Background: an optimization exercise with open tools, aiming at small area and a short achievable clock period. Do not read the settings as production practice. In this exercise RTL edits were held to simulation tests only and were not proved equivalent to the original. No activity file was given, so power comes from the tool's default toggle rates.

==> flow/design.v (excerpt) <==
module ledsr_core (
    input  wire       clk,
    input  wire       rst,         
    input  wire       en,          
    input  wire       wr_en,       
    input  wire [7:0] wr_addr,     
    input  wire [7:0] wr_data,
    input  wire       start,       
    output reg        busy,
    output reg        pin_data,
    output reg        pin_clk,
    output reg        pin_stb
);
Size: roughly 3,100 cells after synthesis, about 1,700 flip-flops, ~25 I/O pins, about 65,000 um2 of cells after synthesis.
export LEC_CHECK = 0
export CAP_MARGIN = 20
export CORE_MARGIN = 2
export CORE_UTILIZATION = 40
export SLEW_MARGIN = 20
create_clock -name core_clock -period 7.0 [get_ports {clk}]
run.sh (not shown) runs the stock make flow with config.mk's settings and CLKGATE_MAP_FILE= SYNTH_SCRIPT=/design/flow/synth_recipe.tcl, a recipe that flattens the netlist after the stock synthesis.
Next try:
- ABC_CLOCK_PERIOD_IN_PS: unset -> 2700
- CORE_UTILIZATION: 40 -> 60
- CTS_BUF_LIST: unset -> sky130_fd_sc_hd__clkbuf_4 sky130_fd_sc_hd__clkbuf_8
- PLACE_DENSITY: unset -> 0.7
- SETUP_SLACK_MARGIN: unset -> 4.3
The changed run completed with no timing, DRC or antenna violations.
Count of clock-buffer cells in the layout came out higher by 166.
Design area came out higher slightly.
Power falls by a few percent.
Register-to-register slack is better by 1100 ps.

========
Setup of lane 1:
The RTL this note starts from:
==> flow/design.v <==
module ledsr_core (
    input  wire       clk,
    input  wire       rst,         
    input  wire       en,          
    input  wire       wr_en,       
    input  wire [7:0] wr_addr,     
    input  wire [7:0] wr_data,
    input  wire       start,       
    output reg        busy,
    output reg        pin_data,
    output reg        pin_clk,
    output reg        pin_stb
);
    reg [1535:0] fr;
    reg [23:0] wq_grp_n;
    reg [7:0]  wq_lane_n, wq_data;
    integer wi;
    always @(posedge clk) begin
        for (wi = 0; wi < 24; wi = wi + 1)
            wq_grp_n[wi] <= !((wr_addr[7:5] == wi / 3) && (wr_addr[4:3] == wi % 3));
        for (wi = 0; wi < 8; wi = wi + 1)
            wq_lane_n[wi] <= !(wr_en && (wr_addr[2:0] == wi));
        wq_data <= wr_data;
    end
    genvar gl, gc, gn;
    generate
        for (gl = 0; gl < 8; gl = gl + 1) begin : g_led
            for (gc = 0; gc < 3; gc = gc + 1) begin : g_chan
                for (gn = 0; gn < 8; gn = gn + 1) begin : g_lane
                    wire sel = !(wq_grp_n[gl * 3 + gc] || wq_lane_n[gn]);
                    always @(posedge clk)
                        if (sel)
                            fr[((gl * 3 + gc) * 8 + gn) * 8 +: 8] <= wq_data;
                end
            end
        end
    endgenerate
    reg [2:0] led_i;
    reg [1:0] chan_k;
    reg [2:0] plane_p;
    reg [2:0] plane_c0, plane_c1, plane_c2, plane_c3;
    reg [7:0] rd_led;
    reg [7:0] rd_plane [0:3];    
    reg [1:0] rd_k;
    integer ri;
    always @(posedge clk) begin
        for (ri = 0; ri < 8; ri = ri + 1) begin
            rd_led[ri]      <= (led_i == ri);
            rd_plane[0][ri] <= (plane_c0 == ri);
            rd_plane[1][ri] <= (plane_c1 == ri);
            rd_plane[2][ri] <= (plane_c2 == ri);
            rd_plane[3][ri] <= (plane_c3 == ri);
        end
        rd_k <= chan_k;
    end
    reg [7:0] part_r, part_g, part_b;    
    reg [1:0] k_d;
    generate
        for (gn = 0; gn < 8; gn = gn + 1) begin : g_rd
            wire [7:0] br, bg, bb;       
            for (gl = 0; gl < 8; gl = gl + 1) begin : g_rl
                assign br[gl] = |(fr[((gl * 3 + 0) * 8 + gn) * 8 +: 8] & rd_plane[gn / 2]);
                assign bg[gl] = |(fr[((gl * 3 + 1) * 8 + gn) * 8 +: 8] & rd_plane[gn / 2]);
                assign bb[gl] = |(fr[((gl * 3 + 2) * 8 + gn) * 8 +: 8] & rd_plane[gn / 2]);
            end
            always @(posedge clk) begin
                part_r[gn] <= |(br & rd_led);
                part_g[gn] <= |(bg & rd_led);
                part_b[gn] <= |(bb & rd_led);
            end
        end
    endgenerate
    wire [7:0] sel_part = (k_d == 2'd0) ? part_g :
                          (k_d == 2'd1) ? part_r : part_b;
    wire [7:0] word_d;
    generate
        for (gn = 0; gn < 8; gn = gn + 1) begin : g_wd
            assign word_d[7 - gn] = sel_part[gn];
        end
    endgenerate
    reg [7:0] fifo_mem [0:7];
    reg [2:0] fifo_wp, fifo_rp;
    reg [3:0] fifo_count;
    reg       push_d, push_d2;
    reg [2:0] wp_d, wp_d2;
    wire [3:0] count_inc = fifo_count + 4'd1;
    wire [3:0] count_dec = fifo_count - 4'd1;
    wire fifo_full  = fifo_count[3];
    wire fifo_empty = (fifo_count == 4'd0);
    reg        feeding, settling;
    reg [4:0]  settle_hi;
    wire push     = feeding && !fifo_full;
    wire pos_last = (led_i == 3'd7) && (chan_k == 2'd2) && (plane_p == 3'd0);
    wire settle_done = (settle_hi == 5'd28) && (led_i == 3'd5) &&
                       (chan_k == 2'd0) && (plane_p == 3'd4);
    wire advance  = push || settling;
    always @(posedge clk) begin
        k_d <= rd_k;
        if (rst) begin
            busy     <= 1'b0;
            feeding  <= 1'b0;
            settling <= 1'b0;
        end else if (!feeding && !settling) begin
            if (start) begin
                busy     <= 1'b1;
                feeding  <= 1'b1;
            end
        end else begin
            if (push && pos_last) begin
                feeding   <= 1'b0;
                settling  <= 1'b1;
                settle_hi <= 5'd0;
            end
            if (settling) begin
                if (settle_done) begin
                    busy     <= 1'b0;
                    settling <= 1'b0;
                end
                if (pos_last)
                    settle_hi <= settle_hi + 5'd1;
            end
        end
        if (!feeding && !settling) begin
            led_i    <= 3'd0;
            chan_k   <= 2'd0;
            plane_p  <= 3'd7;
            plane_c0 <= 3'd7;
            plane_c1 <= 3'd7;
            plane_c2 <= 3'd7;
            plane_c3 <= 3'd7;
        end else if (advance) begin
            if (plane_p != 3'd0) begin
                plane_p  <= plane_p - 3'd1;
                plane_c0 <= plane_c0 - 3'd1;
                plane_c1 <= plane_c1 - 3'd1;
                plane_c2 <= plane_c2 - 3'd1;
                plane_c3 <= plane_c3 - 3'd1;
            end else begin
                plane_p  <= 3'd7;
                plane_c0 <= 3'd7;
                plane_c1 <= 3'd7;
                plane_c2 <= 3'd7;
                plane_c3 <= 3'd7;
                if (chan_k != 2'd2) begin
                    chan_k <= chan_k + 2'd1;
                end else begin
                    chan_k <= 2'd0;
                    led_i  <= led_i + 3'd1;
                end
            end
        end
    end
    localparam [2:0] ST_HEADER = 3'd0, ST_PULL = 3'd1,
                     ST_LOOP0  = 3'd2, ST_LOOP1 = 3'd3, ST_LOOP2 = 3'd4;
    reg [2:0] st;
    reg [2:0] cnt;
    reg       ph;
    reg [7:0] osr;
    reg       pop_d, pop_d2;
    reg [2:0] rp_d, rp_d2;
    wire pop = en && (st == ST_PULL) && !fifo_empty;
    integer j;
    always @(posedge clk) begin
        push_d  <= push && !rst;
        wp_d    <= fifo_wp;
        push_d2 <= push_d;
        wp_d2   <= wp_d;
        if (push_d2)
            fifo_mem[wp_d2] <= word_d;
        pop_d  <= pop && !rst;
        rp_d   <= fifo_rp;
        pop_d2 <= pop_d;
        rp_d2  <= rp_d;
        if (pop_d2)
            osr <= fifo_mem[rp_d2];
        if (rst) begin
            fifo_wp    <= 3'd0;
            fifo_rp    <= 3'd0;
            fifo_count <= 4'd0;
        end else begin
            if (push)
                fifo_wp <= fifo_wp + 3'd1;
            if (pop)
                fifo_rp <= fifo_rp + 3'd1;
            if (push != pop)
                fifo_count <= push ? count_inc : count_dec;
        end
    end
    always @(posedge clk) begin
        if (rst) begin
            st       <= ST_HEADER;
            cnt      <= 3'd0;
            ph       <= 1'b0;
            pin_data <= 1'b0;
            pin_clk  <= 1'b0;
            pin_stb  <= 1'b0;
        end else if (en) begin
            case (st)
                ST_HEADER: begin
                    pin_data <= 1'b1;
                    pin_clk  <= 1'b0;
                    pin_stb  <= 1'b1;
                    st       <= ST_PULL;
                end
                ST_PULL: begin
                    if (!fifo_empty) begin
                        cnt <= 3'd0;
                        ph  <= 1'b0;
                        st  <= ST_LOOP0;
                    end
                end
                ST_LOOP0, ST_LOOP1, ST_LOOP2: begin
                    if (!ph) begin
                        if (st == ST_LOOP0)
                            pin_data <= 1'b1;
                        else if (st == ST_LOOP1)
                            pin_data <= osr[~cnt];
                        else
                            pin_data <= 1'b0;
                        pin_clk <= 1'b0;
                        pin_stb <= 1'b0;
                        ph      <= 1'b1;
                    end else begin
                        pin_clk <= 1'b1;
                        ph      <= 1'b0;
                        cnt     <= cnt + 3'd1;
                        if (cnt == 3'd7)
                            st <= (st == ST_LOOP0) ? ST_LOOP1 :
                                  (st == ST_LOOP1) ? ST_LOOP2 : ST_HEADER;
                    end
                end
                default: st <= ST_HEADER;
            endcase
        end
    end
endmodule
clock: 7.0 ns
lec_check: 0
cap_margin: 20
core_margin: 2
core_utilization: 60
cts_buf_list: sky130_fd_sc_hd__clkbuf_8 sky130_fd_sc_hd__clkbuf_16
cts_cluster_diameter: 80
cts_cluster_size: 25
place_density: 0.7
setup_slack_margin: 4.5
slew_margin: 20
### lane 1 -> lane 2
# lane 1
export LEC_CHECK = 0
export CAP_MARGIN = 20
export CORE_MARGIN = 2
export CORE_UTILIZATION = 60
export CTS_BUF_LIST = sky130_fd_sc_hd__clkbuf_8 sky130_fd_sc_hd__clkbuf_16
export CTS_CLUSTER_DIAMETER = 80
export CTS_CLUSTER_SIZE = 25
export PLACE_DENSITY = 0.7
export SETUP_SLACK_MARGIN = 4.5
export SLEW_MARGIN = 20
create_clock -name core_clock -period 7.0 [get_ports {clk}]
# lane 2
export LEC_CHECK = 0
export CAP_MARGIN = 20
export CORE_MARGIN = 2
export CORE_UTILIZATION = 72
export CTS_BUF_LIST = sky130_fd_sc_hd__clkbuf_8 sky130_fd_sc_hd__clkbuf_16
export CTS_CLUSTER_DIAMETER = 80
export CTS_CLUSTER_SIZE = 25
export PLACE_DENSITY = 0.8
export SETUP_SLACK_MARGIN = 4.5
export SLEW_MARGIN = 20
create_clock -name core_clock -period 7.0 [get_ports {clk}]
==> comparison <==
Lane 2 vs. lane 1: via count climbed 1.6%; die area dropped 18000 um^2.
Looking only at final weighted congestion in routability-driven placement, and setting everything else aside, the higher value of lane 2 and lane 1 goes to lane 2.
Static power due to leakage: lane 2 < lane 1
Between lane 2 and lane 1, the difference in total power divided by cell area is negligible.
There was hardly any difference in multi-input gate share of total cell area between lane 1 and lane 2.

re-timing with driven ports:
The results above use ideal ports. As a check the final layouts listed here were re-extracted and re-timed, cells and wires unchanged.
Step 1: set_driving_cell puts a clkbuf_16 on clk and a buf_2 on each other input, an assumption about the parent block.
Step 2 moves the port delays by t, midway between the first and last clock arrival at a register: inputs arrive t later, outputs are due t later. That takes back most of the time a late clock gives input paths.
Slacks: ideal ports / drivers / drivers and shift; pairs: ideal ports / drivers.
| run | t (ns) | setup slack, ns | worst hold slack (ns) |
|---|---|---|---|
| the first run of note 1 | 0.833 | 3.214 / 3.214 / 2.432 | 0.358 / 0.358 / 0.358 |
| the second run of note 1 | 0.976 | 4.219 / 4.150 / 3.332 | 0.355 / 0.355 / 0.355 |
| lane 1 | 0.752 | 4.480 / 4.410 / 3.836 | 0.335 / 0.335 / 0.335 |
| lane 2 | 0.744 | 4.490 / 4.416 / 3.938 | 0.330 / 0.330 / 0.330 |
After both steps every run listed still meets setup and hold. For the second run of note 1, which loses most, drivers alone change the setup slack by -0.069 ns; drivers and shift together by -0.887 ns.
